Background: an optimization exercise with open tools, aiming at small area, a short achievable clock period and few clock cycles per item. Do not read the settings as production practice.
RTL that was checked went through simulation tests only; none was proved equivalent to the original.
For runs 3 to 6, only the layout was checked, not whether the RTL still works.
Power and IR drop assume default switching activity.

File: config.mk
export PLATFORM = sky130hd
export DESIGN_NAME = bm_select
export DESIGN_NICKNAME = bm_select
export VERILOG_FILES = /design/flow/design.v
export SDC_FILE = /design/flow/constraint.sdc
export NUM_CORES = 4
export LEC_CHECK = 0
export CAP_MARGIN = 20
export CORE_MARGIN = 2
export CORE_UTILIZATION = 40
export SLEW_MARGIN = 20
File: constraint.sdc
create_clock -name core_clock -period 12.0 [get_ports {clk}]
set_input_delay 2.4000 -clock core_clock [delete_from_list [all_inputs] [get_ports {clk}]]
set_output_delay 2.4000 -clock core_clock [all_outputs]
set_load 0.01 [all_outputs]
File: design.v
module bm_select (
    input  wire        clk,
    input  wire        rst,
    input  wire [11:0] cfg_dmin,
    input  wire [31:0] cfg_tex,
    input  wire [31:0] cfg_uniq,
    input  wire        cfg_sp,
    input  wire        s_valid,
    output wire        s_ready,
    input  wire [32:0] s_cost,
    input  wire        s_eval,
    input  wire        s_last,
    input  wire [32:0] s_text,
    output wire        m_valid,
    input  wire        m_ready,
    output wire [15:0] m_disp
);
    reg  [32:0] c_r;         
    reg         e_r, l_r, v_r;
    reg  [5:0]  k;           
    reg         pend;        
    reg         mv;
    reg         srdy;
    reg  [15:0] disp;
    reg         found;
    reg  [32:0] B;
    reg  [5:0]  p;
    reg         d2;          
    reg         hasF;
    reg  [32:0] F;
    reg         aok;
    reg  [33:0] A;           
    reg  [34:0] bS;          
    reg  [32:0] prev;
    reg         pe;
    reg         dvo;         
    reg  [2:0]  dst;         
    reg         ds;          
    reg  [2:0]  dn;          
    reg  [4:0]  q;
    reg  [32:0] V;           
    reg         rs;          
    reg  [39:0] acc;
    reg         sat;
    reg         mact;        
    reg  [4:0]  mi;          
    reg  [1:0]  dig;         
    reg  [11:0] dmin_r;
    reg         sp_r;
    reg         t_ok;
    assign s_ready = srdy;
    assign m_valid = mv;
    assign m_disp  = disp;
    function automatic lt33(input [32:0] a, input [32:0] b);
        integer i;
        reg r;
        begin
            r = 1'b0;
            for (i = 0; i < 33; i = i + 1)
                r = (~a[i] & b[i]) | (~a[i] & r) | (b[i] & r);
            lt33 = r;
        end
    endfunction
    wire        fire = s_valid && srdy;
    wire        proc = v_r;
    wire [32:0] c    = c_r;
    wire        k0   = (k == 6'd0);
    wire        fnd  = found && !k0;
    wire        nb   = e_r && (!fnd || lt33(c, B));
    wire        isb  = fnd && !nb && !d2;
    wire        fupd = fnd && !nb && d2 && e_r && (!hasF || lt33(c, F));
    wire        a_lt_f = lt33(A[32:0], F);
    wire        dstart = isb && e_r && aok && sp_r;
    wire mdone   = !rs && !mact;
    wire ddone   = (dst == 3'd0) && !ds;
    wire bg_done = (!found || !hasF || mdone) && (!dvo || ddone);
    wire fin     = pend && bg_done && !mv;
    reg  [5:0] k_n;
    reg        pend_n, mv_n, found_n, d2_n, hasF_n, aok_n, pe_n, dvo_n, rs_n;
    reg  [2:0] dst_n;
    reg        ds_n;
    reg  [2:0] dn_n;
    reg        mact_n;
    wire [33:0] Vx    = {1'b0, V};
    wire [4:0] mstart = V[32]           ? 5'd16 :
                        |V[31:24]       ? 5'd15 :
                        |V[23:16]       ? 5'd11 :
                        |V[15:8]        ? 5'd7  : 5'd3;
    always @* begin
        k_n = k; pend_n = pend; found_n = found; d2_n = d2; hasF_n = hasF;
        aok_n = aok; pe_n = pe; dvo_n = dvo; rs_n = 1'b0; mact_n = mact;
        dst_n = {1'b0, dst[2:1]}; ds_n = ds; dn_n = dn;
        mv_n = fin || (mv && !m_ready);
        if (proc && l_r)    pend_n = 1'b1;
        else if (fin)       pend_n = 1'b0;
        if (rs)                 mact_n = 1'b1;
        else if (mi == 5'd0)    mact_n = 1'b0;
        if (dst[0]) begin
            ds_n = 1'b1;
            dn_n = 3'd5;
        end else if (ds) begin
            dn_n = dn - 3'd1;
            if (dn == 3'd1) ds_n = 1'b0;
        end
        if (proc) begin
            k_n  = l_r ? 6'd0 : k + 6'd1;
            pe_n = e_r;
            if (nb) begin
                found_n = 1'b1;
                d2_n    = 1'b0;
                hasF_n  = fnd && (d2 || hasF || aok);
                aok_n   = pe && !k0;
                dvo_n   = 1'b0;
                dst_n   = 3'd0;
                ds_n    = 1'b0;
                rs_n    = 1'b1;
            end else begin
                if (k0) begin
                    found_n = 1'b0;
                    hasF_n  = 1'b0;
                    aok_n   = 1'b0;
                    dvo_n   = 1'b0;
                    dst_n   = 3'd0;
                    ds_n    = 1'b0;
                end
                if (fnd)  d2_n   = 1'b1;
                if (fupd) hasF_n = 1'b1;
                if (dstart) begin
                    dvo_n  = 1'b1;
                    dst_n  = 3'b100;
                    ds_n   = 1'b0;
                end
            end
        end
    end
    wire mdone_n   = !rs_n && !mact_n;
    wire bg_done_n = (!found_n || !hasF_n || mdone_n) && (!dvo_n || (dst_n == 3'd0 && !ds_n));
    wire srdy_n    = !(fire && s_last) && (!pend_n || (bg_done_n && !mv_n));
    wire [4:0]  mi_n = rs ? mstart : mi - 5'd1;
    wire        v_hi = dig[1];
    wire        v_lo = dig[0];
    wire [42:0] madd = {1'b0, acc, 2'b00} + (v_hi ? {9'd0, B, 1'b0} : 43'd0)
                                          + (v_lo ? {10'd0, B} : 43'd0);
    wire [35:0] dx    = dst[2] ? {2'b0, A} : {1'b0, bS};
    wire [35:0] dy    = dst[0] ? {2'b0, A} : ds ? {1'b0, A, 1'b0} : {3'b0, B};
    wire        dsub  = !dst[0];
    wire        dcin  = dst[2] || dst[1];
    wire [35:0] dsum  = dx + (dsub ? ~dy : dy) + {35'd0, dcin};
    wire        qb    = dsum[35];
    wire [40:0] usum   = {2'b0, F, 6'd0} + {3'b0, F, 5'd0} + {6'b0, F, 2'd0} + {1'b0, ~acc};
    wire        uq     = !hasF || (!sat && usum[40]);
    wire        tex_ok = t_ok;
    wire        pre_ok = found && tex_ok;
    wire [5:0]  qm     = {1'b0, q} - 6'd15;
    wire [4:0]  off    = dvo ? qm[5:1] : 5'd0;
    wire [11:0] d_ok   = dmin_r + {6'd0, p} - {11'd0, off[4]};
    wire [11:0] d_bad  = dmin_r - 12'd1;
    wire [15:0] val_ok  = sp_r ? {d_ok, off[3:0]} : {{4{d_ok[11]}}, d_ok};
    wire [15:0] val_bad = sp_r ? {d_bad, 4'd0}    : {{4{d_bad[11]}}, d_bad};
    always @(posedge clk) begin
        if (rst) begin
            v_r   <= 1'b0;
            k     <= 6'd0;
            pend  <= 1'b0;
            mv    <= 1'b0;
            srdy  <= 1'b1;
            found <= 1'b0;
            d2    <= 1'b0;
            hasF  <= 1'b0;
            aok   <= 1'b0;
            pe    <= 1'b0;
            dvo   <= 1'b0;
            dst   <= 3'd0;
            ds    <= 1'b0;
            rs    <= 1'b0;
            mact  <= 1'b0;
        end else begin
            v_r   <= fire;
            k     <= k_n;
            pend  <= pend_n;
            mv    <= mv_n;
            srdy  <= srdy_n;
            found <= found_n;
            d2    <= d2_n;
            hasF  <= hasF_n;
            aok   <= aok_n;
            pe    <= pe_n;
            dvo   <= dvo_n;
            dst   <= dst_n;
            ds    <= ds_n;
            dn    <= dn_n;
            rs    <= rs_n;
            mact  <= mact_n;
        end
    end
    always @(posedge clk) begin
        if (fin)
            disp <= (pre_ok && uq) ? val_ok : val_bad;
        if (rs || mact) begin
            mi  <= mi_n;
            dig <= {Vx[{mi_n, 1'b1}], Vx[{mi_n, 1'b0}]};
        end
        if (rs) begin
            acc <= 40'd0;
            sat <= 1'b0;
        end else if (mact) begin
            acc <= madd[39:0];
            sat <= sat || (madd[42:40] != 3'd0);
        end
        if (proc && nb)
            A <= {1'b0, prev};
        else if (dst[2])
            A <= dsum[33:0];
        else if (ds)
            A <= qb ? ~dsum[33:0] : {A[32:0], 1'b0};
        if (dst[1] || dst[0])
            bS <= dsum[34:0];
        else if (proc && fnd && !d2)
            bS <= {2'b0, c};
        if (ds)
            q <= {q[3:0], qb};
        if (fire) begin
            c_r    <= s_cost;
            e_r    <= s_eval;
            l_r    <= s_last;
            V      <= {1'b0, cfg_uniq} + 33'd100;
            dmin_r <= cfg_dmin;
            sp_r   <= cfg_sp;
            t_ok   <= !lt33(s_text, {1'b0, cfg_tex});
        end
        if (proc) begin
            prev   <= c;
            if (nb) begin
                B <= c;
                p <= k;
                if (fnd && (d2 || (aok && (!hasF || a_lt_f))))
                    F <= d2 ? B : A[32:0];
            end else if (fupd)
                F <= c;
        end
    end
endmodule
File: flow/run.sh
#!/bin/bash
# Standard layout, with the post-placement and post-CTS/GRT timing repair asked
# to reach a larger setup slack than the default.
set -euo pipefail
bash standard.sh SETUP_SLACK_MARGIN=8 finish > standard_flow.log 2>&1
File: standard.sh
#!/bin/bash
# synth_recipe.tcl (not shown) runs the flow's synth.tcl, then flattens the netlist and writes it again
# the make line also repeats each setting of config.mk as NAME=value (left out here)
make -C /OpenROAD-flow-scripts/flow DESIGN_CONFIG=/design/flow/config.mk WORK_HOME=/design/flow/orfs CLKGATE_MAP_FILE= SYNTH_SCRIPT=/design/flow/synth_recipe.tcl "${@:-finish}"
==> qor.yml, run 1 <==
insertion_delay_ns: 0.59
intPower_w: 0.00284
status: "finished clean"
ys_ff_latch: 350
worstHoldEndpoint: "acc[6]"
max_freq_ghz: 0.223
grt_pass1_vias: 21200
synth_seq_area_share_pct: 38.5
worstRegToRegCells: 14
dp_hpwl_mm: 53.7
cp-start-kind: "flop"
p_comb_share_pct: 34.0
r2r_slack_ns: 7.52
peakVddDrop_mv: 0.0924
max-slew-margin-rel_pct: 43.1
ys_async_sr_fraction_pct: 0
synth_top_area_share_pct: 33.5
power.switching_w: 0.00141
synthTopCellsByCount: "286 x edfxtp_1, 274 x inv_1, 232 x nand2_1"
drc: 0
drv_slew: 0
hold_class: "reg -> reg"
timing.rr.end: "disp[9]"
cts_tree: "yes"
clk_pin_slew_ns: 0.06
switching_share_pct: 33.1
syn_area_mm2: 0.0256
yosysWarnings: 1
r2r_start: "F[8]"
pin_count: 167
grt.overflow.total: 0
initial_utilization_pct: 40.6
rows: 92
critPathKind: "reg -> reg"
htreeDepth: 2
die_h_um: 257
ant_nets: 0
io_buffers: 166
drt-initial-drc-count: 1841
setup_tns_ns: 0
synthCells: 2601
avgSynthCellArea_um2: 9.86
worstHoldStart: "acc[6]"
power_frac_seq_pct: 35.4
critPathMaxFanout: 6
final_nets: 3283
gp_congestion: 0.950
worstPathArrival_ns: 4.76
maxCapViolCount: 0
p_clk_share_pct: 30.6
post-route-period-util_pct: 37.3
syn_nets: 2990
synth_edf_count: 286
synth_most_common_cell: "edfxtp_1"
synth_area_leaders: "edfxtp_1 34%, fa_1 7.6%, ha_1 7.0%, dfxtp_1 5.0%, mux2i_1 4.8%"
drtPass1Iterations: 5
clk_path_buf_depth: 3
die_width_um: 257
rsz0062_at_grt: "yes"
root_buffer: "clkbuf_16"
core_mm2: 0.0632
wl_per_cell_um: 21.1
setup_violations: 0
grt_start_max_net_pins: 71
dieArea_mm2: 0.0661
holdBufCountCts: 0
grt_pass1_wl_mm: 119
worst-slew-pin-transition_ns: 0.830
antenna_found_initial: 0
crit_required_ns: 12.29
via_per_inst: 5.68
ys_types: 85
vias: 21400
power_density_mw_per_mm2: 131
end_kind: "flop"
hold_viol: 0
cts_sinks: 350
area_delta_synth_final_pct: 26.9
post-route-min-period_ns: 4.48
final_core_util_pct: 51.5
grt_usage_pct: 22.9
p_leak_nw: 12.7
wirelength_mm: 79.5
drive_gt1_share_pct: 17.1
synthFlopType: "edfxtp_1"
min_path_cells: 2
fin_skew_ns: 0.0261
cts_inserted_buffers: 41
yosysTopAreaCell: "edfxtp_1"
cell type report:
class	count	area, um2
repair buffers	324	3450
well taps	846	1060
flip-flops and latches	350	9880
repair inverters	1	8.76
inverters	278	1060
fillers	5598	30700
clock inverters	18	196
diodes	1	2.50
multi-input cells	1898	15700
clock buffers	57	1170
what timing repair did:
item | 4_1_cts | 5_1_grt
gates resized for setup | 189 | 164
buffers inserted | 74 | 54
endpoints found under the setup margin | 191 | 135
cloned | 10 | 7
pin swaps | 58 | 100
worst max-delay path: stages (launching register included):
cell       delay [ns]
edfxtp_1         0.45
fa_1             0.55
fa_1             0.55
ha_4             0.32
o21ai_0          0.11
nand2b_1         0.11
a21oi_2          0.08
a2111oi_4        0.32
a21oi_2          0.12
o211ai_1         0.51
mux2i_4          0.45
nand2_4          0.11
buf_12           0.17
mux2i_4          0.21
mux2i_1          0.11
flip-flops by register name (all words and copies together), names as in the netlist, 2 cells and up:
| name | flops |
|---|---|
| acc | 40 |
| bS | 35 |
| A | 34 |
| B | 33 |
| F | 33 |
| V | 33 |
| c_r | 33 |
| prev | 33 |
| disp | 16 |
| dmin_r | 12 |
| k | 6 |
| p | 6 |
| mi | 5 |
| q | 5 |
| dn | 3 |
| dst | 3 |
| dig | 2 |
layer usage:
metal | share of wire [%] | vias up | global-route usage [%]
met5 | 0 | - | 0
met4 | 4.1 | 0 | 10.3
met3 | 6.6 | 189 | 2.96
met2 | 48 | 840 | 38.2
met1 | 41 | 10500 | 29.7
li1 | - | 9927 | -
cells by family (layout without fill, tap and decap cells):
kind of cell / after synthesis / count (layout) / share of synthesized area (%)
fa+ha+maj: 281 / 281 / 16.2
mux: 192 / 192 / 7.83
flops: 350 / 350 / 38.5
xor+xnor: 111 / 111 / 3.79
other cells: 0 / 1 / 0
simple gates: 711 / 713 / 13.2
buf+inv: 355 / 678 / 5.28
compound gates: 601 / 601 / 15.2
placed cells by master, fill, tap and decap left out, types with 17 or more instances in the layout:
cell type,count
mux2_2,57
buf_12,20
a31oi_1,17
clkbuf_16,51
mux2i_1,112
maj3_1,28
o22ai_1,30
ha_1,112
ha_4,18
a21o_1,42
fa_1,93
edfxtp_1,286
nand2_1,220
dfxtp_1,58
xor2_1,35
nor2b_1,41
xnor2_1,76
a21oi_2,17
nand2b_1,61
o21ai_1,44
inv_1,264
buf_4,109
nor3_1,28
nand4_1,21
nand3_1,40
nor2_1,168
o21ai_0,85
clkdlybuf4s50_1,137
o211ai_1,23
a211oi_1,17
a21oi_1,149
how the worst max path moves through the flow:
stage	cells after the start	from	slack, ns	to
floorplan	10	cfg_tex[0]	7.71	t_ok
global placement	13	F[9]	6.73	disp[11]
detailed placement	15	dig[1]	6.64	acc[38]
CTS	13	F[12]	7.67	disp[12]
global route	15	F[8]	7.36	disp[1]
finish	14	F[8]	7.52	disp[9]
power by group through the flow:
stage	combinational (W)	clock [W]	sequential (W)
floorplan	0.000878	0	0.00150
global placement	0.00115	0	0.00153
detailed placement	0.00118	0	0.00153
CTS	0.00133	0.00132	0.00151
global route	0.00160	0.00137	0.00152
finish	0.00144	0.00130	0.00150
through the flow:
stage	cell area [um2]	instances	total power [W]	hold slack, ns	setup slack (ns)
6_report	32500	3773	0.00425	0.471	7.52
5_1_grt	32500	3772	0.00449	0.510	7.36
4_1_cts	31300	3711	0.00416	0.477	7.67
3_5_place_dp	28200	3552	0.00271	0.468	6.64
3_3_place_gp	28200	3551	0.00268	0.455	6.73
2_1_floorplan	25700	2601	0.00238	0.446	7.71
Testbench counts, summed over its fixed seeds: cycles 53,011, pixels 1,280.
==> run 2, diff against run 1 <==
==> run.sh (new file) <==
#!/bin/bash
# synth_recipe.tcl (not shown) runs the flow's synth.tcl, then flattens the netlist and writes it again
# the make line also repeats each setting of config.mk as NAME=value (left out here)
make -C /OpenROAD-flow-scripts/flow DESIGN_CONFIG=/design/flow/config.mk WORK_HOME=/design/flow/orfs CLKGATE_MAP_FILE= SYNTH_SCRIPT=/design/flow/synth_recipe.tcl finish
removed: flow/run.sh
removed: standard.sh
==> run 2 against run 1 <==
Compared with the run above:
- sequential share of layout area grew 2.9 points
- worst setup slack lost 1.4 ns
- die area is the same
- clock power grew 5%
- core utilization shrank 4.5 points
- highest routed layer unchanged
==> qor.yml, run 2 <==
crit_path_max_incr_delay_ns: 0.89  # +0.34 ns
mostFrequentLayoutCells: "286 x edfxtp_1, 274 x inv_1, 232 x nand2_1, 176 x nor2_1, 167 x a21oi_1"
cts_post_setup_buffers_inserted: 0  # -100%
insertion_delay_ns: 0.59  # about the same
slowest_stage: "inv_2"
synth_area_leaders: "edfxtp_1 34%, fa_1 7.6%, ha_1 7.0%, dfxtp_1 5.0%, mux2i_1 4.8%"
p_leak_nw: 11.5  # -9.4%
synthFlopType: "edfxtp_1"
grtUsageMet1_pct: 27.7  # -2.0 points
post-route-min-period_ns: 5.84  # +1.36 ns
synth_top_area_share_pct: 33.5  # unchanged
wirelength_mm: 73.2  # -7.9%
min_path_cells: 2  # unchanged
htreeDepth: 2  # unchanged
antenna_found_initial: 4  # +4
ant_nets: 0  # unchanged
end_kind: "flop"
worstHoldStart: "acc[6]"
initial_utilization_pct: 40.6  # unchanged
setup_violations: 0  # unchanged
post-route-period-util_pct: 48.7  # +11 points
synth_most_common_cell: "edfxtp_1"
cts_sinks: 350  # unchanged
multi_input_area_mm2: 0.0144  # -8.1%
ys_async_sr_fraction_pct: 0  # unchanged
pin_count: 167  # unchanged
vias: 20100  # -6.1%
hold_class: "reg -> reg"
crit_buf_inv: 2  # +1
via_per_inst: 5.54  # -2.5%
rsz0062_at_grt: "no"
cts_tree: "yes"
drive_gt1_share_pct: 6.38  # -11 points
grt_pass1_wl_mm: 114  # -3.9%
max_freq_ghz: 0.171  # -23%
cts-resized-gates: 0  # -100%
dieArea_mm2: 0.0661  # unchanged
place_area_mm2: 0.0282  # about the same
regArea_mm2: 0.00988  # about the same
drv_slew: 0  # unchanged
max-slew-margin-rel_pct: 26.0  # -17 points
use_met2_pct: 38.4  # +0.22 points
yosysTopAreaCell: "edfxtp_1"
grt_pass1_vias: 20500  # -3.3%
worst-slew-pin-transition_ns: 1.11  # +0.277 ns
holdBufCountCts: 0  # unchanged
r2r_start: "c_r[0]"
rows: 92  # unchanged
area_delta_synth_final_pct: 15.7
setup_tns_ns: 0  # unchanged
power_density_mw_per_mm2: 137  # +4.7%
grt.overflow.total: 0  # unchanged
critPathMaxFanout: 44  # +38
fin_skew_ns: 0.0378  # +0.0117 ns
worstRegToRegCells: 13  # -1
drtPass1Iterations: 6  # +1
grt_util_met3_pct: 2.44  # -0.51 points
timing.rr.end: "F[12]"
ys_types: 85  # unchanged
syn_nets: 2990  # unchanged
final_design_area_no_fill_mm2: 0.0297  # -8.8%
worstHoldEndpoint: "acc[6]"
hold_viol: 0  # unchanged
yosysWarnings: 1  # unchanged
status: "finished clean"
fillers: 5891  # +5.2%
avgSynthCellArea_um2: 9.86  # unchanged
r2r_slack_ns: 6.16  # -1.36 ns
synth_seq_area_share_pct: 38.5  # unchanged
cts_inserted_buffers: 44  # +7.3%
cp-start-kind: "flop"
maxCapViolCount: 0  # unchanged
synth_edf_count: 286  # unchanged
final_nets: 3143  # -4.3%
clk_path_buf_depth: 3  # unchanged
regMostFlops: "acc"
synthCells: 2601  # unchanged
root_buffer: "clkbuf_16"
grt_usage_pct: 21.9  # -1.0 points
worstPathArrival_ns: 6.09  # +1.33 ns
wl_per_cell_um: 20.1  # -4.4%
syn_area_mm2: 0.0256  # unchanged
io_buffers: 166  # unchanged
crit_chain: "nor2b_1, maj3_1, o221ai_1, a2111oi_0, o31ai_1, a21oi_4, nand2_1, inv_2, nor3b_1, a21oi_1, o2111ai_1, nand3_1, buf_4"
peakVddDrop_mv: 0.0906  # -2.0%
grt_start_max_net_pins: 71  # unchanged
mostFrequentLayoutCell: "edfxtp_1"
largest_reg_flops: 40  # unchanged
synthTopCellsByCount: "286 x edfxtp_1, 274 x inv_1, 232 x nand2_1"
drc: 0  # unchanged
crit_family: "compound AO/OA/AOI/OAI gates"
clk_pin_slew_ns: 0.06  # about the same
gp_congestion: 0.908  # -4.5%
critPathKind: "reg -> reg"
die_width_um: 257  # unchanged
top_usage_layer: "met2"
core_mm2: 0.0632  # unchanged
ys_ff_latch: 350  # unchanged
crit_required_ns: 12.25  # -0.04 ns
die_h_um: 257  # unchanged
top_regs: "acc: 40 flops, bS: 35 flops, A: 34 flops"
drt-initial-drc-count: 1500  # -19%
dp_hpwl_mm: 55.0  # +2.4%
run 2: cell counts after synthesis:
No cell type changed its count.
run 2: cell families after synthesis:
| family | Yosys count | synth area share (%) |
|---|---|---|
| buf+inv | 355 | 5.28 |
| xor+xnor | 111 | 3.79 |
| simple gates | 711 | 13.2 |
| fa+ha+maj | 281 | 16.2 |
| flops | 350 | 38.5 |
| compound gates | 601 | 15.2 |
| mux | 192 | 7.83 |
run 2: worst max path at each step:
stage / from / end / depth (start not counted)
2_1_floorplan: s_valid / srdy / 4
3_3_place_gp: c_r[0] / F[6] / 13
3_5_place_dp: c_r[0] / F[2] / 13
4_1_cts: c_r[0] / F[12] / 13
5_1_grt: c_r[31] / F[12] / 12
6_report: c_r[0] / F[12] / 13
run 2: metal layers:
| layer | part of all wire [%] | vias to the layer above |
|---|---|---|
| li1 | - | 9659 |
| met3 | 4.9 | 125 |
| met4 | 3.3 | 0 |
| met2 | 49 | 586 |
| met1 | 43 | 9769 |
| met5 | 0 | - |
run 2: final cells by class:
class / count / area share [%]
clock buffer: 53 / 3.97
inverter: 278 / 3.52
clock inverter: 27 / 0.928
timing repair buffer: 184 / 6.06
antenna: 1 / 0.00844
tap: 846 / 3.57
sequential: 350 / 33.3
multi-input combinational: 1896 / 48.7
run 2: worst register-to-register path: stages (launching register included):
cell       delay, ns
edfxtp_1        0.46
nor2b_1         0.16
maj3_1          0.21
o221ai_1        0.14
a2111oi_0       0.72
o31ai_1         0.29
a21oi_4         0.19
nand2_1         0.44
inv_2           0.90
nor3b_1         0.13
a21oi_1         0.38
o2111ai_1       0.20
nand3_1         0.86
buf_4           0.43
run 2: power breakdown:
| group | switching, W | total, W | internal (W) |
|---|---|---|---|
| combinational | 0.000674 | 0.00120 | 0.000522 |
| clock | 0.000551 | 0.00136 | 0.000807 |
| sequential | 0.0000807 | 0.00150 | 0.00142 |
| total | 0.00131 | 0.00406 | 0.00275 |
run 2: metrics by stage:
stage	utilization [%]	hold WS [ns]	setup slack, ns	std cells	total power (W)
5_1_grt	46.9	0.493	5.92	3635	0.00431
3_3_place_gp	44.6	0.455	6.54	3554	0.00268
2_1_floorplan	-	0.446	7.11	2601	0.00237
6_report	46.9	0.474	6.16	3635	0.00406
4_1_cts	46.9	0.477	6.36	3634	0.00409
3_5_place_dp	44.6	0.469	6.40	3554	0.00271
==> run 3, diff against run 2 <==
--- a/design.v
+++ b/design.v
@@ -39,5 +39,7 @@
     reg  [2:0]  dn;          
     reg  [4:0]  q;
-    reg  [32:0] V;           
+    reg  [31:0] U;           
+    reg         uq_r;        
+    reg         uok;         
     reg         rs;          
     reg  [39:0] acc;
@@ -48,5 +50,5 @@
     reg  [11:0] dmin_r;
     reg         sp_r;
-    reg         t_ok;
+    reg         t_gt, t_eq, t_ge;
     assign s_ready = srdy;
     assign m_valid = mv;
@@ -60,4 +62,18 @@
                 r = (~a[i] & b[i]) | (~a[i] & r) | (b[i] & r);
             lt33 = r;
+        end
+    endfunction
+    function automatic ltt(input [32:0] a, input [32:0] b);
+        integer i, w;
+        reg [32:0] l, e;
+        begin
+            l = ~a & b;
+            e = ~(a ^ b);
+            for (w = 1; w < 33; w = w * 2)
+                for (i = 0; i + w < 33; i = i + 2 * w) begin
+                    l[i] = l[i + w] | (e[i + w] & l[i]);
+                    e[i] = e[i + w] & e[i];
+                end
+            ltt = l[0];
         end
     endfunction
@@ -74,5 +90,5 @@
     wire mdone   = !rs && !mact;
     wire ddone   = (dst == 3'd0) && !ds;
-    wire bg_done = (!found || !hasF || mdone) && (!dvo || ddone);
+    wire bg_done = (!found || !hasF || uok) && (!dvo || ddone);
     wire fin     = pend && bg_done && !mv;
     reg  [5:0] k_n;
@@ -82,4 +98,5 @@
     reg  [2:0] dn_n;
     reg        mact_n;
+    wire [32:0] V     = {1'b0, U} + 33'd100;
     wire [33:0] Vx    = {1'b0, V};
     wire [4:0] mstart = V[32]           ? 5'd16 :
@@ -134,6 +151,7 @@
         end
     end
-    wire mdone_n   = !rs_n && !mact_n;
-    wire bg_done_n = (!found_n || !hasF_n || mdone_n) && (!dvo_n || (dst_n == 3'd0 && !ds_n));
+    wire f_we      = proc && (nb ? (fnd && (d2 || (aok && (!hasF || a_lt_f)))) : fupd);
+    wire uok_n     = !f_we && !rs && !mact;
+    wire bg_done_n = (!found_n || !hasF_n || uok_n) && (!dvo_n || (dst_n == 3'd0 && !ds_n));
     wire srdy_n    = !(fire && s_last) && (!pend_n || (bg_done_n && !mv_n));
     wire [4:0]  mi_n = rs ? mstart : mi - 5'd1;
@@ -149,6 +167,6 @@
     wire        qb    = dsum[35];
     wire [40:0] usum   = {2'b0, F, 6'd0} + {3'b0, F, 5'd0} + {6'b0, F, 2'd0} + {1'b0, ~acc};
-    wire        uq     = !hasF || (!sat && usum[40]);
-    wire        tex_ok = t_ok;
+    wire        uq     = !hasF || (!sat && uq_r);
+    wire        tex_ok = t_gt || (t_eq && t_ge);
     wire        pre_ok = found && tex_ok;
     wire [5:0]  qm     = {1'b0, q} - 6'd15;
@@ -175,4 +193,5 @@
             rs    <= 1'b0;
             mact  <= 1'b0;
+            uok   <= 1'b0;
         end else begin
             v_r   <= fire;
@@ -192,7 +211,9 @@
             rs    <= rs_n;
             mact  <= mact_n;
+            uok   <= uok_n;
         end
     end
     always @(posedge clk) begin
+        uq_r <= usum[40];
         if (fin)
             disp <= (pre_ok && uq) ? val_ok : val_bad;
@@ -220,12 +241,14 @@
         if (ds)
             q <= {q[3:0], qb};
+        c_r <= s_cost;
+        e_r <= s_eval;
+        l_r <= s_last;
         if (fire) begin
-            c_r    <= s_cost;
-            e_r    <= s_eval;
-            l_r    <= s_last;
-            V      <= {1'b0, cfg_uniq} + 33'd100;
+            U      <= cfg_uniq;
             dmin_r <= cfg_dmin;
             sp_r   <= cfg_sp;
-            t_ok   <= !lt33(s_text, {1'b0, cfg_tex});
+            t_gt   <= ltt({17'd0, cfg_tex[31:16]}, {16'd0, s_text[32:16]});
+            t_eq   <= s_text[32:16] == {1'b0, cfg_tex[31:16]};
+            t_ge   <= !ltt({17'd0, s_text[15:0]}, {17'd0, cfg_tex[15:0]});
         end
         if (proc) begin
==> flow/run.sh (new file) <==
#!/bin/bash
# Standard layout, with the post-placement and post-CTS/GRT timing repair asked
# to reach a larger setup slack than the default.
set -euo pipefail
bash standard.sh SETUP_SLACK_MARGIN=8 finish > standard_flow.log 2>&1
==> standard.sh (new file) <==
#!/bin/bash
# synth_recipe.tcl (not shown) runs the flow's synth.tcl, then flattens the netlist and writes it again
# the make line also repeats each setting of config.mk as NAME=value (left out here)
make -C /OpenROAD-flow-scripts/flow DESIGN_CONFIG=/design/flow/config.mk WORK_HOME=/design/flow/orfs CLKGATE_MAP_FILE= SYNTH_SCRIPT=/design/flow/synth_recipe.tcl "${@:-finish}"
removed: run.sh
==> run 3 against run 2 <==
Compared with the run above:
- via count grew 5.2%
- highest routed layer unchanged
- combinational power is essentially flat
- clock skew shrank 0.018 ns
- still clean
- core utilization grew 1.9 points
- global-route usage grew 0.69 points
==> qor.yml, run 3 <==
crit_family: "compound AO/OA/AOI/OAI gates"
max-slew-margin-rel_pct: 24.8  # -1.2 points
clk_pin_slew_ns: 0.06  # about the same
synth_area_leaders: "edfxtp_1 29%, ha_1 8.5%, dfxtp_1 7.9%, fa_1 7.5%, inv_1 4.1%"
hold_class: "reg -> reg"
gp_congestion: 0.974  # +7.3%
multi_input_area_mm2: 0.0153  # +6.2%
top_regs: "acc: 40 flops, bS: 35 flops, A: 34 flops"
cts_sinks: 353  # +0.86%
insertion_delay_ns: 0.58  # about the same
p_leak_nw: 12.5  # +8.6%
peakVddDrop_mv: 0.0866  # -4.4%
worstRegToRegCells: 16  # +3
die_h_um: 258  # +0.21%
final_nets: 3323  # +5.7%
clk_path_buf_depth: 3  # unchanged
initial_utilization_pct: 40.2  # -0.34 points
drive_gt1_share_pct: 12.4  # +6.0 points
pre_cts_ws_ns: 6.63  # +0.226 ns
power.total_w: 0.00403  # -0.65%
drt-initial-drc-count: 2062  # +37%
wl_per_cell_um: 20.5  # +1.9%
holdBufCountCts: 0  # unchanged
wirelength_mm: 77.8  # +6.3%
crit_buf_inv: 2  # unchanged
yosysWarnings: 1  # unchanged
cts_tree: "yes"
drtPass1Iterations: 6  # unchanged
synth_seq_area_share_pct: 37.2  # -1.2 points
drc: 0  # unchanged
syn_nets: 3095  # +3.5%
startpoint: "ds"
post-route-min-period_ns: 3.93  # -1.91 ns
setup_ws_ns: 8.07  # +1.91 ns
cp-start-kind: "flop"
post-route-period-util_pct: 32.8  # -16 points
io_buffers: 166  # unchanged
synthCells: 2675  # +2.8%
core_mm2: 0.0640  # +1.3%
slowest_stage: "dfxtp_4"
dieArea_mm2: 0.0664  # +0.41%
critPathKind: "reg -> reg"
synthTopCellsByCount: "278 x inv_1, 252 x edfxtp_1, 234 x nand2_1"
worst-path-stages: 16  # +3
vias: 21200  # +5.2%
r2r_slack_ns: 8.07  # +1.91 ns
largest_reg_flops: 40  # unchanged
critPathMaxFanout: 16  # -64%
mostFrequentLayoutCell: "inv_1"
grt_usage_pct: 22.6  # +0.69 points
pin_count: 167  # unchanged
synth_most_common_cell: "inv_1"
status: "finished clean"
area_delta_synth_final_pct: 21.4
crit_required_ns: 12.32  # +0.07 ns
worst-slew-pin-transition_ns: 1.11  # +0.00588 ns
yosysTopAreaCell: "edfxtp_1"
final_design_area_no_fill_mm2: 0.0313  # +5.4%
crit_chain: "buf_8, mux2_2, o21ai_0, ha_1, a21oi_1, o21ai_0, nand2_1, o31ai_4, o2111ai_2, nand2_1, o21a_1, o311ai_4, buf_6, nand2b_1, o211a_1, o22a_1"
ys_types: 83  # -2.4%
worstPathArrival_ns: 4.26  # -1.83 ns
mostFrequentLayoutCells: "275 x inv_1, 252 x edfxtp_1, 232 x nand2_1, 197 x nor2_1, 175 x a21oi_1"
setup_tns_ns: 0  # unchanged
syn_area_mm2: 0.0257  # +0.42%
fillers: 5875  # -0.27%
drv_slew: 0  # unchanged
avgSynthCellArea_um2: 9.62  # -2.4%
via_per_inst: 5.59  # +0.83%
ant_nets: 0  # unchanged
grt.overflow.total: 0  # unchanged
grt_pass1_vias: 20900  # +1.7%
maxCapViolCount: 0  # unchanged
grt_start_max_net_pins: 67  # -5.6%
fin_skew_ns: 0.0202  # -0.0176 ns
cts_inserted_buffers: 42  # -4.5%
hold_viol: 0  # unchanged
ys_async_sr_fraction_pct: 0  # unchanged
ys_ff_latch: 353  # +0.86%
max_freq_ghz: 0.254  # +48%
regMostFlops: "acc"
synth_top_area_share_pct: 29.4  # -4.1 points
r2r_start: "ds"
die_width_um: 258  # +0.21%
htreeDepth: 2  # unchanged
endpoint: "A[32]"
timing.rr.end: "A[32]"
setup_violations: 0  # unchanged
dp_hpwl_mm: 55.3  # +0.51%
crit_path_max_incr_delay_ns: 0.41  # -0.48 ns
rows: 93  # +1.1%
root_buffer: "clkbuf_16"
antenna_found_initial: 2  # -2
power_density_mw_per_mm2: 129  # -5.7%
synth_edf_count: 252  # -12%
synthFlopType: "edfxtp_1"
regArea_mm2: 0.00960  # -2.8%
place_area_mm2: 0.0283  # +0.35%
rsz0062_at_grt: "yes"
end_kind: "flop"
grt_pass1_wl_mm: 118  # +3.6%
[run 3: cell types whose count changed after synthesis, sizes merged, moves of 14 or more]
cell | previous run | this run
dfxtp | 64 | 101
edfxtp | 286 | 252
ha | 143 | 174
mux2i | 123 | 94
nand2b | 63 | 39
nor2 | 177 | 201
nor3 | 33 | 54
a21o | 42 | 59
o21ai | 143 | 160
a21oi | 169 | 184
o211ai | 23 | 9
xor2 | 35 | 49
[run 3: cells by family after synthesis]
group / count (synthesis) / synth area share, %
buffers and inverters: 368 / 5.53
flip-flops: 353 / 37.2
AO/OA/AOI/OAI: 646 / 16.3
multiplexers: 158 / 6.45
XOR/XNOR: 119 / 4.05
AND/OR/NAND/NOR: 728 / 13.2
adder cells (fa/ha/maj): 303 / 17.2
[run 3: what timing repair did]
| action | 4_1_cts | 5_1_grt |
|---|---|---|
| pin swaps | 38 | 65 |
| gates cloned | 7 | 3 |
| hold endpoints to repair | 0 | 0 |
| endpoints found under the setup margin | 168 | 62 |
| resized for setup | 88 | 86 |
| setup buffers | 35 | 44 |
[run 3: worst min-delay path: stages, from the launching register on]
cell and delay (ns):
dfxtp_1 0.31, nand2b_1 0.06, a21oi_1 0.06
[run 3: report_power, final]
group          total, W  internal, W  switching [W]  leakage, nW
combinational   0.00123     0.000546       0.000680         8.61
clock           0.00132     0.000767       0.000551        0.676
sequential      0.00149      0.00141      0.0000786         3.17
[run 3: layout make-up]
class,instances,share of cell area (%)
diodes,1,0.00800
flip-flops and latches,353,30.7
repair inverters,2,0.0640
inverters,279,3.48
well taps,855,3.42
clock buffers,54,3.80
repair buffers,270,8.80
multi-input cells,1955,49.0
clock inverters,23,0.700
[run 3: through the flow]
step / util (%) / hold WS (ns) / std cells
finish: 48.9 / 0.478 / 3792
global route: 48.9 / 0.498 / 3792
CTS: 47.6 / 0.476 / 3744
detailed placement: 44.2 / 0.463 / 3625
global placement: 44.2 / 0.457 / 3624
floorplan: - / 0.446 / 2675
[run 3: worst min path at each step]
stage	startpoint	endpoint	slack, ns	cells past startpoint
2_1_floorplan	acc[10]	acc[10]	0.45	2
4_1_cts	acc[10]	acc[10]	0.48	2
5_1_grt	k[5]	p[5]	0.50	0
3_5_place_dp	acc[10]	acc[10]	0.46	2
3_3_place_gp	acc[0]	acc[0]	0.46	2
6_report	acc[0]	acc[0]	0.48	2
[run 3: routing by layer]
layer	part of all wire, %	track usage, %
met1	44	30.9
met3	7.2	3.91
met2	46	36.6
met4	3.0	6.81
met5	0	0
==> run 4, diff against run 3 <==
--- a/design.v
+++ b/design.v
@@ -30,5 +30,5 @@
     reg  [32:0] F;
     reg         aok;
-    reg  [33:0] A;           
+    reg  [35:0] A;           
     reg  [34:0] bS;          
     reg  [32:0] prev;
@@ -160,10 +160,9 @@
     wire [42:0] madd = {1'b0, acc, 2'b00} + (v_hi ? {9'd0, B, 1'b0} : 43'd0)
                                           + (v_lo ? {10'd0, B} : 43'd0);
-    wire [35:0] dx    = dst[2] ? {2'b0, A} : {1'b0, bS};
-    wire [35:0] dy    = dst[0] ? {2'b0, A} : ds ? {1'b0, A, 1'b0} : {3'b0, B};
-    wire        dsub  = !dst[0];
-    wire        dcin  = dst[2] || dst[1];
-    wire [35:0] dsum  = dx + (dsub ? ~dy : dy) + {35'd0, dcin};
-    wire        qb    = dsum[35];
+    wire [35:0] dx    = dst[2] ? A : ds ? {A[34:0], 1'b0} : {1'b0, bS};
+    wire [35:0] dy    = dst[0] ? A : ds ? {1'b0, bS} : {3'b0, B};
+    wire        dsub  = !(dst[0] || (ds && A[35]));
+    wire [35:0] dsum  = dx + (dsub ? ~dy : dy) + {35'd0, dsub};
+    wire        qb    = !dsum[35];
     wire [40:0] usum   = {2'b0, F, 6'd0} + {3'b0, F, 5'd0} + {6'b0, F, 2'd0} + {1'b0, ~acc};
     wire        uq     = !hasF || (!sat && uq_r);
@@ -230,9 +229,7 @@
         end
         if (proc && nb)
-            A <= {1'b0, prev};
-        else if (dst[2])
-            A <= dsum[33:0];
-        else if (ds)
-            A <= qb ? ~dsum[33:0] : {A[32:0], 1'b0};
+            A <= {3'b0, prev};
+        else if (dst[2] || ds)
+            A <= dsum;
         if (dst[1] || dst[0])
             bS <= dsum[34:0];
@@ -244,5 +241,5 @@
         e_r <= s_eval;
         l_r <= s_last;
-        if (fire) begin
+        if (srdy) begin
             U      <= cfg_uniq;
             dmin_r <= cfg_dmin;
==> run 4 against run 3 <==
Compared with the run above:
- critical path depth is 1 lower
- power increased by 5.7%
- core utilization about the same
- sequential power about the same
- worst hold slack got worse by 0.0046 ns
- global-route usage is 0.26 points lower
- worst setup slack worse by 0.093 ns
- clock power is 9.8% higher
- sequential cell count is 2 higher
- register-to-register slack worse by 0.09 ns
- clock skew up 0.0024 ns
==> qor.yml, run 4 <==
status: "finished clean"
drv_slew: 0  # unchanged
peakVddDrop_mv: 0.121  # +40%
synth_most_common_cell: "inv_1"
drive_gt1_share_pct: 10.8  # -1.6 points
wl_per_cell_um: 20.3  # -1.1%
synth_xor_area_share_pct: 4.92  # +0.87 points
hold_ws_ns: 0.473  # -0.00456 ns
slowest_stage: "fa_1"
io_buffers: 166  # unchanged
syn_area_mm2: 0.0262  # +1.7%
pin_count: 167  # unchanged
yosysWarnings: 1  # unchanged
critPathKind: "reg -> reg"
ys_async_sr_fraction_pct: 0  # unchanged
insertedDiodeCount: 0  # -1
insertion_delay_ns: 0.59  # about the same
grt_pass1_vias: 21800  # +4.7%
top_regs: "acc: 40 flops, A: 36 flops, bS: 35 flops"
synth.area.mux_share_pct: 5.63  # -0.83 points
synth_seq_area_share_pct: 36.8  # -0.47 points
final_design_area_no_fill_mm2: 0.0316  # +0.96%
initial_utilization_pct: 40.5  # +0.31 points
max_freq_ghz: 0.248  # -2.3%
grt_start_max_net_pins: 73  # +9.0%
synth_top_area_share_pct: 28.9  # -0.49 points
synthCells: 2748  # +2.7%
wirelength_mm: 77.8  # about the same
synth_edf_count: 252  # unchanged
ys_types: 99  # +19%
hold_class: "reg -> reg"
synthFlopType: "edfxtp_1"
clk_path_buf_depth: 3  # unchanged
post-route-min-period_ns: 4.03  # +0.0933 ns
hold_viol: 0  # unchanged
syn_nets: 3167  # +2.3%
via_per_inst: 5.62  # +0.68%
rsz0062_at_grt: "yes"
antenna_found_initial: 0  # -2
end_kind: "flop"
maxCapViolCount: 0  # unchanged
yosysTopAreaCell: "edfxtp_1"
crit_family: "compound AO/OA/AOI/OAI gates"
fin_cells: 3835  # +1.1%
grt_usage_pct: 22.3  # -0.26 points
grt_pass1_wl_mm: 120  # +1.2%
core_mm2: 0.0646  # +0.91%
worstPathArrival_ns: 4.48  # +0.22 ns
mostFrequentLayoutCells: "289 x inv_1, 263 x nand2_1, 252 x edfxtp_1, 175 x nor2_1"
synthTopCellsByCount: "294 x inv_1, 271 x nand2_1, 252 x edfxtp_1"
drc: 0  # unchanged
synth_area_leaders: "edfxtp_1 29%, ha_1 8.3%, dfxtp_1 7.9%, fa_1 7.3%, inv_1 4.2%"
cts_inserted_buffers: 43  # +2.4%
crit_buf_inv: 3  # +1
max-slew-margin-rel_pct: 38.3  # +13 points
root_buffer: "clkbuf_16"
cts_sinks: 355  # +0.57%
regMostFlops: "acc"
post-route-period-util_pct: 33.6  # +0.78 points
synth_top_family_by_area: "compound AO/OA/AOI/OAI gates"
final_core_util_pct: 48.9  # about the same
crit_chain: "buf_12, buf_12, nand2_2, fa_1, inv_2, ha_4, nor2b_2, o31a_1, o41a_1, o21ai_4, o21ai_4, a21oi_4, nor3b_2, or4_4, a32o_1"
dieArea_mm2: 0.0675  # +1.7%
ys_ff_latch: 355  # +0.57%
dp_hpwl_mm: 54.8  # -0.90%
synth_compound_area_share_pct: 17.0  # +0.79 points
setup_tns_ns: 0  # unchanged
ant_nets: 0  # unchanged
vias: 21600  # +1.8%
clk_pin_slew_ns: 0.06  # about the same
mostFrequentLayoutCell: "inv_1"
worst-slew-pin-transition_ns: 0.924  # -0.189 ns
cts_tree: "yes"
final_nets: 3366  # +1.3%
critPathMaxFanout: 7  # -9
rows: 93  # unchanged
yosys.area_share.simple_pct: 13.4  # +0.17 points
fin_skew_ns: 0.0226  # +0.00243 ns
crit_path_max_incr_delay_ns: 0.50  # +0.09 ns
dp.cells: 3692  # +1.8%
holdBufCountCts: 0  # unchanged
die_width_um: 260  # +0.83%
die_h_um: 260  # +0.83%
area_delta_synth_final_pct: 20.6
htreeDepth: 2  # unchanged
largest_reg_flops: 40  # unchanged
grt.overflow.total: 0  # unchanged
cp-start-kind: "flop"
drtPass1Iterations: 5  # -1
drt-initial-drc-count: 1696  # -18%
p_leak_nw: 12.5  # +0.14%
fillers: 5997  # +2.1%
setup_violations: 0  # unchanged
synthAdderAreaFrac_pct: 16.4  # -0.81 points
place_area_mm2: 0.0287  # +1.4%
avgSynthCellArea_um2: 9.53  # -1.0%
gp_congestion: 0.940  # -3.5%
power_density_mw_per_mm2: 135  # +4.7%
crit_required_ns: 12.45  # +0.13 ns
[run 4: changes by cell type after synthesis, sizes merged, moves of 15 or more]
cell and delta:
nor3 -15, a211oi +25, mux2 -23, nor2 -23
xnor2 +40, inv +17, o21ai +24, nand2 +37
[run 4: repair_timing]
action                                  CTS  global route
gates resized for setup                  42           105
gates cloned                              4             4
buffers inserted                         12            45
pin swaps                                11            58
endpoints found under the setup margin   57            75
[run 4: final timing paths]
check	from	to	slack, ns	cells past startpoint
min reg2reg	pe	pe	0.47	2
min	pe	pe	0.47	2
max reg2reg	dig[1]	acc[32]	7.97	15
max	dig[1]	acc[32]	7.97	15
[run 4: final cells by class]
| type | instances | area [um2] | area share (%) |
|---|---|---|---|
| Clock buffer | 52 | 1180 | 3.74 |
| Clock inverter | 26 | 369 | 1.17 |
| Inverter | 297 | 1110 | 3.53 |
| Multi-Input combinational cell | 2001 | 15600 | 49.3 |
| Sequential cell | 355 | 9650 | 30.6 |
| Tap cell | 855 | 1070 | 3.39 |
| Timing Repair Buffer | 249 | 2620 | 8.28 |
[run 4: kinds of logic (layout without fill, tap and decap cells)]
family / Yosys count / count (layout)
multiplexers: 142 / 142
AO/OA/AOI/OAI: 690 / 691
buffers and inverters: 393 / 624
AND/OR/NAND/NOR: 731 / 731
flip-flops: 355 / 355
adder cells (fa/ha/maj): 290 / 290
XOR/XNOR: 147 / 147
[run 4: routing by layer]
layer / up-vias / GRT usage [%] / share of wire (%)
met4: 0 / 7.69 / 2.7
met1: 10600 / 28.8 / 43
met2: 641 / 38.8 / 50
met5: - / 0 / 0
met3: 127 / 2.43 / 5.0
li1: 10200 / - / -
[run 4: per-stage QoR]
step | total power, W | worst slack (ns)
detailed placement | 0.00266 | 7.25
floorplan | 0.00234 | 8.04
CTS | 0.00415 | 7.91
global route | 0.00450 | 7.86
finish | 0.00426 | 7.97
global placement | 0.00263 | 7.39
[run 4: report_power, final]
group,switching (W),total [W],leakage [nW],internal (W)
clock network,0.000553,0.00145,0.767,0.000894
logic,0.000711,0.00131,8.49,0.000601
registers,0.0000877,0.00150,3.22,0.00141
total,0.00135,0.00426,12.5,0.00291
[run 4: tightest hold or removal path, cell delays in order, from the launching register on]
cell and delay (ns):
dfxtp_1 0.31, nand2_1 0.05, a21oi_1 0.06
==> run 5, diff against run 4 <==
==> flow/run.sh (replaced) <==
#!/bin/bash
# Standard layout, with the post-placement and post-CTS/GRT timing repair asked
# to reach a larger setup slack than the default.
set -euo pipefail
bash standard.sh SETUP_SLACK_MARGIN=8.6 finish > standard_flow.log 2>&1
==> run 5 against run 4 <==
Compared with the run above:
- routed wire length is 5.8% higher
- clock power is about 10% lower
- combinational power is 9.9% higher
- via count is 4.1% higher
- non-clock buffer count is 101 higher
- sequential power hardly changed
- final cell count is 2.6% higher
- sequential share of layout area is 1.7 points lower
==> qor.yml, run 5 <==
yosysTopAreaCell: "edfxtp_1"
clk_pin_slew_ns: 0.06  # about the same
grt_usage_pct: 23.8  # +1.5 points
dp_hpwl_mm: 54.0  # -1.4%
worstPathArrival_ns: 4.19  # -0.29 ns
hold_viol: 0  # unchanged
critPathMaxFanout: 7  # unchanged
via_per_inst: 5.71  # +1.5%
grt.overflow.total: 0  # unchanged
drive_gt1_share_pct: 19.4  # +8.6 points
drt-initial-drc-count: 1909  # +13%
wirelength_mm: 82.4  # +5.8%
power.total_w: 0.00424  # -0.48%
status: "finished clean"
setup_tns_ns: 0  # unchanged
mostFrequentLayoutCell: "inv_1"
synthTopCellsByCount: "294 x inv_1, 271 x nand2_1, 252 x edfxtp_1"
initial_utilization_pct: 40.5  # unchanged
clk_path_buf_depth: 3  # unchanged
grt_pass1_wl_mm: 127  # +5.7%
cts_sinks: 355  # unchanged
setup_ws_ns: 8.24  # +0.264 ns
yosysWarnings: 1  # unchanged
critPathKind: "reg -> reg"
end_kind: "flop"
pre_cts_ws_ns: 7.30  # +0.0579 ns
antenna_found_initial: 0  # unchanged
rows: 93  # unchanged
synth_top_area_share_pct: 28.9  # unchanged
peakVddDrop_mv: 0.106  # -13%
cts_tree: "yes"
synth_area_leaders: "edfxtp_1 29%, ha_1 8.3%, dfxtp_1 7.9%, fa_1 7.3%, inv_1 4.2%"
gp_congestion: 0.912  # -3.0%
die_width_um: 260  # unchanged
holdBufCountCts: 0  # unchanged
syn_nets: 3167  # unchanged
dp.cells: 3691  # -0.027%
slowest_stage: "fa_1"
dieArea_mm2: 0.0675  # unchanged
largest_reg_flops: 40  # unchanged
ys_async_sr_fraction_pct: 0  # unchanged
synthFlopType: "edfxtp_1"
post-route-min-period_ns: 3.76  # -0.264 ns
grt_start_max_net_pins: 49  # -33%
syn_area_mm2: 0.0262  # unchanged
htreeDepth: 2  # unchanged
worst-slew-pin-transition_ns: 1.15  # +0.226 ns
post-route-period-util_pct: 31.4  # -2.2 points
avgSynthCellArea_um2: 9.53  # unchanged
fin_skew_ns: 0.0341  # +0.0115 ns
pin_count: 167  # unchanged
synthCells: 2748  # unchanged
maxCapViolCount: 0  # unchanged
crit_required_ns: 12.43  # -0.02 ns
mostFrequentLayoutCells: "275 x inv_1, 262 x nand2_1, 252 x edfxtp_1, 165 x nor2_1, 136 x ha_1"
crit_chain: "buf_6, buf_16, nand2_1, fa_1, inv_1, ha_1, nand4_1, o21ai_0, o21ai_4, o21ai_4, a21oi_4, buf_6, o21ai_4, nand2_1, o41ai_2, o22ai_1"
vias: 22500  # +4.1%
max_freq_ghz: 0.266  # +7.0%
synth_edf_count: 252  # unchanged
area_delta_synth_final_pct: 27.8
insertion_delay_ns: 0.58  # about the same
cp_common_cell: "o21ai_4"
ys_ff_latch: 355  # unchanged
rsz0062_at_grt: "yes"
top_regs: "acc: 40 flops, A: 36 flops, bS: 35 flops"
synth_seq_area_share_pct: 36.8  # unchanged
die_h_um: 260  # unchanged
ant_nets: 0  # unchanged
grt_pass1_vias: 22500  # +2.9%
final_nets: 3466  # +3.0%
root_buffer: "clkbuf_16"
drtPass1Iterations: 5  # unchanged
drc: 0  # unchanged
core_mm2: 0.0646  # unchanged
fin_cells: 3935  # +2.6%
ys_types: 99  # unchanged
regMostFlops: "acc"
hold_class: "reg -> reg"
max-slew-margin-rel_pct: 23.2  # -15 points
insertedDiodeCount: 0  # unchanged
wl_per_cell_um: 20.9  # +3.2%
cts_inserted_buffers: 43  # unchanged
io_buffers: 166  # unchanged
power_density_mw_per_mm2: 127  # -6.1%
crit_path_max_incr_delay_ns: 0.53  # +0.03 ns
hold_ws_ns: 0.465  # -0.00831 ns
drv_slew: 0  # unchanged
fillers: 5782  # -3.6%
p_leak_nw: 13.3  # +6.4%
synth_most_common_cell: "inv_1"
setup_violations: 0  # unchanged
cp-start-kind: "flop"
run 5: cell families after synthesis:
family / synth area share (%)
simple gates: 13.4
compound gates: 17.0
buf+inv: 5.81
flops: 36.8
fa+ha+maj: 16.4
xor+xnor: 4.92
mux: 5.63
run 5: repair_timing:
item | CTS | global route
resized for setup | 305 | 163
cloned | 12 | 4
hold endpoints to repair | 0 | 0
pin swaps | 123 | 136
buffers inserted | 101 | 48
setup endpoints to repair | 237 | 178
run 5: layer usage:
layer,wire length (um),GRT usage [%]
met2,39900,40.7
met3,5470,3.87
met5,0,0
met4,2930,8.94
met1,34100,30.1
run 5: critical path: cells and delay by family (launching register included):
kind                       cells  cell delay [ns]
buffers and inverters          4             0.50
DFF                            1             0.45
AOI/OAI and AO/OA              7             1.46
adders and majority gates      2             0.95
and+or+nand+nor                3             0.28
run 5: area by class of cell:
| type | count | area [um2] | share of cell area [%] |
|---|---|---|---|
| repair buffers | 350 | 3690 | 11.0 |
| clock buffers | 60 | 1220 | 3.65 |
| multi-input cells | 2000 | 16500 | 49.4 |
| flip-flops and latches | 355 | 9650 | 28.8 |
| inverters | 297 | 1130 | 3.38 |
| well taps | 855 | 1070 | 3.20 |
| clock inverters | 18 | 165 | 0.494 |
run 5: report_power, final:
group | switching, W | internal, W
Sequential | 0.0000864 | 0.00141
Clock | 0.000544 | 0.000755
Combinational | 0.000772 | 0.000669
run 5: path summary, 6_finish.rpt:
kind | from | slack, ns | end | cells after the start
worst max register to register | dig[1] | 8.24 | sat | 16
worst max-delay path | dig[1] | 8.24 | sat | 16
worst min register to register | pe | 0.47 | pe | 2
worst min-delay path | pe | 0.47 | pe | 2
run 5: stage by stage:
stage / instance area (um2) / utilization, %
floorplan: 26600 / -
global placement: 28900 / 44.8
detailed placement: 28900 / 44.8
CTS: 32300 / 50.0
global route: 33500 / 51.8
finish: 33500 / 51.8
==> run 6, diff against run 5 <==
==> flow/run.sh (replaced) <==
#!/bin/bash
# Standard layout, with the timing repair asked to reach a larger setup slack
# than the default, and plain buffers on the ports.
set -euo pipefail
bash standard.sh SETUP_SLACK_MARGIN=8 "BUFFER_PORTS_ARGS=-buffer_cell sky130_fd_sc_hd__buf_2" finish > standard_flow.log 2>&1
--- a/config.mk
+++ b/config.mk
@@ -8,4 +8,5 @@
 export CAP_MARGIN = 20
 export CORE_MARGIN = 2
-export CORE_UTILIZATION = 40
+export CORE_UTILIZATION = 65
+export CTS_BUF_LIST = sky130_fd_sc_hd__clkbuf_4 sky130_fd_sc_hd__clkbuf_8
 export SLEW_MARGIN = 20
==> run 6 against run 5 <==
Compared with the run above:
- register-to-register slack got worse by 0.22 ns
- routed wire length decreased by 11%
- area after synthesis unchanged
- critical path type unchanged
- highest routed layer unchanged
- fmax decreased by 5.6%
- critical path depth decreased by 1
- worst hold slack got worse by 0.0019 ns
- still clean
- first-iteration DRC count increased by 20%
- clock-buffer cell count increased by 35
- sequential power about the same
==> qor.yml, run 6 <==
core_mm2: 0.0397  # -38%
mostFrequentLayoutCell: "inv_1"
grt_pass1_vias: 21700  # -3.6%
setup_violations: 0  # unchanged
syn_area_mm2: 0.0262  # unchanged
holdBufCountCts: 0  # unchanged
synth_edf_count: 252  # unchanged
root_buffer: "clkbuf_8"
p_clk_share_pct: 31.9  # +1.3 points
regArea_mm2: 0.00965  # about the same
insertion_delay_ns: 0.69  # +0.11 ns
ys_ff_latch: 355  # unchanged
p_comb_share_pct: 30.2  # -3.8 points
dp.cells: 3360  # -9.0%
largest_reg_flops: 40  # unchanged
cts_sinks: 355  # unchanged
use_met2_pct: 57.3  # +17 points
io_buffers: 166  # unchanged
ys_types: 99  # unchanged
synth_top_area_share_pct: 28.9  # unchanged
rsz0062_at_grt: "yes"
antenna_found_initial: 1  # +1
worst-slew-pin-transition_ns: 1.16  # +0.00678 ns
grt_pass1_wl_mm: 114  # -10%
cts_inserted_buffers: 60  # +40%
syn_nets: 3167  # unchanged
critPathKind: "reg -> reg"
grtUsageMet1_pct: 44.6  # +15 points
ys_async_sr_fraction_pct: 0  # unchanged
synthFlopType: "edfxtp_1"
cts_tree: "yes"
timing.rr.end: "acc[37]"
htreeDepth: 2  # unchanged
dp_hpwl_mm: 51.6  # -4.4%
post-route-min-period_ns: 3.99  # +0.224 ns
place_area_mm2: 0.0274  # -5.2%
area_delta_synth_final_pct: 13.4
cp-start-kind: "flop"
final_design_area_no_fill_mm2: 0.0297  # -11%
clk_pin_slew_ns: 0.06  # about the same
drtPass1Iterations: 7  # +2
power_frac_seq_pct: 37.9  # +2.5 points
via_per_inst: 6.27  # +9.9%
slowest_stage: "fa_1"
worstHoldStart: "pe"
avgSynthCellArea_um2: 9.53  # unchanged
clk_path_buf_depth: 3  # unchanged
final_core_util_pct: 74.7  # +23 points
drt-initial-drc-count: 2286  # +20%
maxCapViolCount: 0  # unchanged
r2r_start: "dig[0]"
crit_buf_inv: 3  # -1
status: "finished clean"
crit_path_max_incr_delay_ns: 0.49  # -0.04 ns
synth_area_leaders: "edfxtp_1 29%, ha_1 8.3%, dfxtp_1 7.9%, fa_1 7.3%, inv_1 4.2%"
die_width_um: 205  # -21%
wl_per_cell_um: 20.7  # -0.89%
peakVddDrop_mv: 0.127  # +20%
fillers: 2902  # -50%
critPathMaxFanout: 7  # unchanged
top_regs: "acc: 40 flops, A: 36 flops, bS: 35 flops"
yosysTopAreaCell: "edfxtp_1"
drive_gt1_share_pct: 15.7  # -3.6 points
synthCells: 2748  # unchanged
hold_viol: 0  # unchanged
crit_required_ns: 12.55  # +0.12 ns
min_path_cells: 2  # unchanged
gp_congestion: 0.958  # +5.0%
max_freq_ghz: 0.251  # -5.6%
crit_chain: "buf_4, clkbuf_16, nand2_1, fa_1, inv_1, ha_1, and4_1, a221oi_2, o211ai_1, a311o_1, a21oi_2, o21ai_4, a211oi_1, a311oi_1, a22o_1"
dieArea_mm2: 0.0419  # -38%
crit_family: "compound AO/OA/AOI/OAI gates"
grt_util_met3_pct: 6.22  # +2.4 points
r2r_slack_ns: 8.01  # -0.22 ns
pin_count: 167  # unchanged
yosysWarnings: 1  # unchanged
post-route-period-util_pct: 33.2  # +1.9 points
p_leak_nw: 12.3  # -7.6%
top_usage_layer: "met2"
synth_most_common_cell: "inv_1"
final_nets: 3358  # -3.1%
intPower_w: 0.00266  # -6.1%
initial_utilization_pct: 65.9  # +25 points
max-slew-margin-rel_pct: 22.8  # -0.37 points
ant_nets: 0  # unchanged
fin_cells: 3518  # -11%
fin_skew_ns: 0.0298  # -0.00435 ns
switching_share_pct: 32.8  # -0.27 points
grt.overflow.total: 0  # unchanged
hold_class: "reg -> reg"
wirelength_mm: 73.0  # -11%
multi_input_area_mm2: 0.0153  # -7.3%
power_density_mw_per_mm2: 134  # +5.4%
drv_slew: 0  # unchanged
power.total_w: 0.00396  # -6.5%
rows: 73  # -22%
setup_tns_ns: 0  # unchanged
drc: 0  # unchanged
worstRegToRegCells: 15  # -1
vias: 22100  # -1.8%
synthTopCellsByCount: "294 x inv_1, 271 x nand2_1, 252 x edfxtp_1"
end_kind: "flop"
die_h_um: 205  # -21%
synth_seq_area_share_pct: 36.8  # unchanged
worstPathArrival_ns: 4.54  # +0.35 ns
worstHoldEndpoint: "pe"
grt_start_max_net_pins: 68  # +39%
mostFrequentLayoutCells: "294 x inv_1, 270 x nand2_1, 252 x edfxtp_1, 174 x nor2_1, 167 x ha_1"
regMostFlops: "acc"
power.switching_w: 0.00130  # -7.3%
grt_usage_pct: 34.5  # +11 points
-- run 6: cell counts after synthesis --
Identical to the previous run, type by type.
-- run 6: kinds of logic (layout without fill, tap and decap cells) --
kind of cell | Yosys count | count (layout) | share of synthesized area, %
and+or+nand+nor | 731 | 731 | 13.4
other | 0 | 2 | 0
muxes | 142 | 142 | 5.63
AOI/OAI and AO/OA | 690 | 690 | 17.0
adders and majority gates | 290 | 290 | 16.4
DFF | 355 | 355 | 36.8
buffers and inverters | 393 | 636 | 5.81
xor gates and xnor gates | 147 | 147 | 4.92
-- run 6: how the worst max path moves through the flow --
| stage | slack, ns | to | depth (start not counted) | startpoint |
|---|---|---|---|---|
| floorplan | 8.04 | A[24] | 16 | ds |
| global placement | 7.13 | A[32] | 15 | ds |
| detailed placement | 6.95 | bS[33] | 16 | ds |
| CTS | 8.00 | uq_r | 13 | F[19] |
| global route | 7.93 | acc[37] | 15 | dig[0] |
| finish | 8.01 | acc[37] | 15 | dig[0] |
-- run 6: power groups by stage --
| stage | clock network [W] | registers, W | logic [W] |
|---|---|---|---|
| after floorplan | 0 | 0.00149 | 0.000851 |
| after global routing | 0.00134 | 0.00151 | 0.00134 |
| after CTS | 0.00128 | 0.00150 | 0.00113 |
| after global placement | 0 | 0.00152 | 0.00106 |
| after detailed placement | 0 | 0.00153 | 0.00110 |
| final | 0.00127 | 0.00150 | 0.00120 |
-- run 6: through the flow --
| step | hold slack [ns] | setup WS [ns] |
|---|---|---|
| global placement | 0.448 | 7.13 |
| floorplan | 0.437 | 8.04 |
| detailed placement | 0.452 | 6.95 |
| finish | 0.463 | 8.01 |
| global route | 0.499 | 7.93 |
| CTS | 0.460 | 8.00 |
-- run 6: tightest hold or removal path, delay by kind of cell (launching register included) --
kind	cells	cell delay [ns]
AOI/OAI and AO/OA	1	0.05
DFF	1	0.31
and+or+nand+nor	1	0.05
-- run 6: cell type report --
type,count,area share [%]
multi-input cells,2000,51.7
flip-flops and latches,355,32.5
repair buffers,225,5.08
clock buffers,95,3.96
inverters,297,3.76
well taps,525,2.21
clock inverters,19,0.805
diodes,2,0.0169
-- run 6: repair_timing --
action	in CTS	in global routing
resized for setup	35	48
endpoints found under the setup margin	73	133
gates cloned	3	2
pin swaps	4	16
setup buffers	13	24
-- run 6: layer usage --
layer	routed length, um	up-vias
li1	-	10200
met1	29600	10600
met2	34700	1037
met3	5860	218
met4	2830	0
met5	0	-

## afterwards: timing with drivers on the ports
The flow's constraints put no driver on any port. The routed layouts listed below were extracted and timed again, unchanged, in two steps. Step 1, drivers: a clkbuf_16 drives clk and a buf_2 each remaining input, both assumed. Step 2 moves the port delays by t, midway between the first and last clock arrival at a register: inputs arrive t later, outputs are due t later. That takes back most of the time a late clock gives input paths. Three values: no drivers, after step 1, after step 2; two values: the first two.
run | shift t [ns] | setup WS [ns] | hold slack, ns
run 1 | 0.643 | 7.524 / 7.524 / 7.365 | 0.471 / 0.471 / 0.471
run 2 | 0.633 | 6.159 / 6.159 / 6.159 | 0.474 / 0.474 / 0.474
run 3 | 0.627 | 8.065 / 8.065 / 7.518 | 0.478 / 0.478 / 0.478
run 4 | 0.639 | 7.972 / 7.972 / 7.476 | 0.473 / 0.473 / 0.473
run 5 | 0.625 | 8.236 / 8.236 / 7.899 | 0.465 / 0.465 / 0.465
run 6 | 0.728 | 8.013 / 8.013 / 7.709 | 0.463 / 0.463 / 0.463
After both steps setup and hold are still met in every run listed. The setup slack of run 3, which loses most, moves by 0.000 ns with the drivers and by -0.547 ns with both steps.
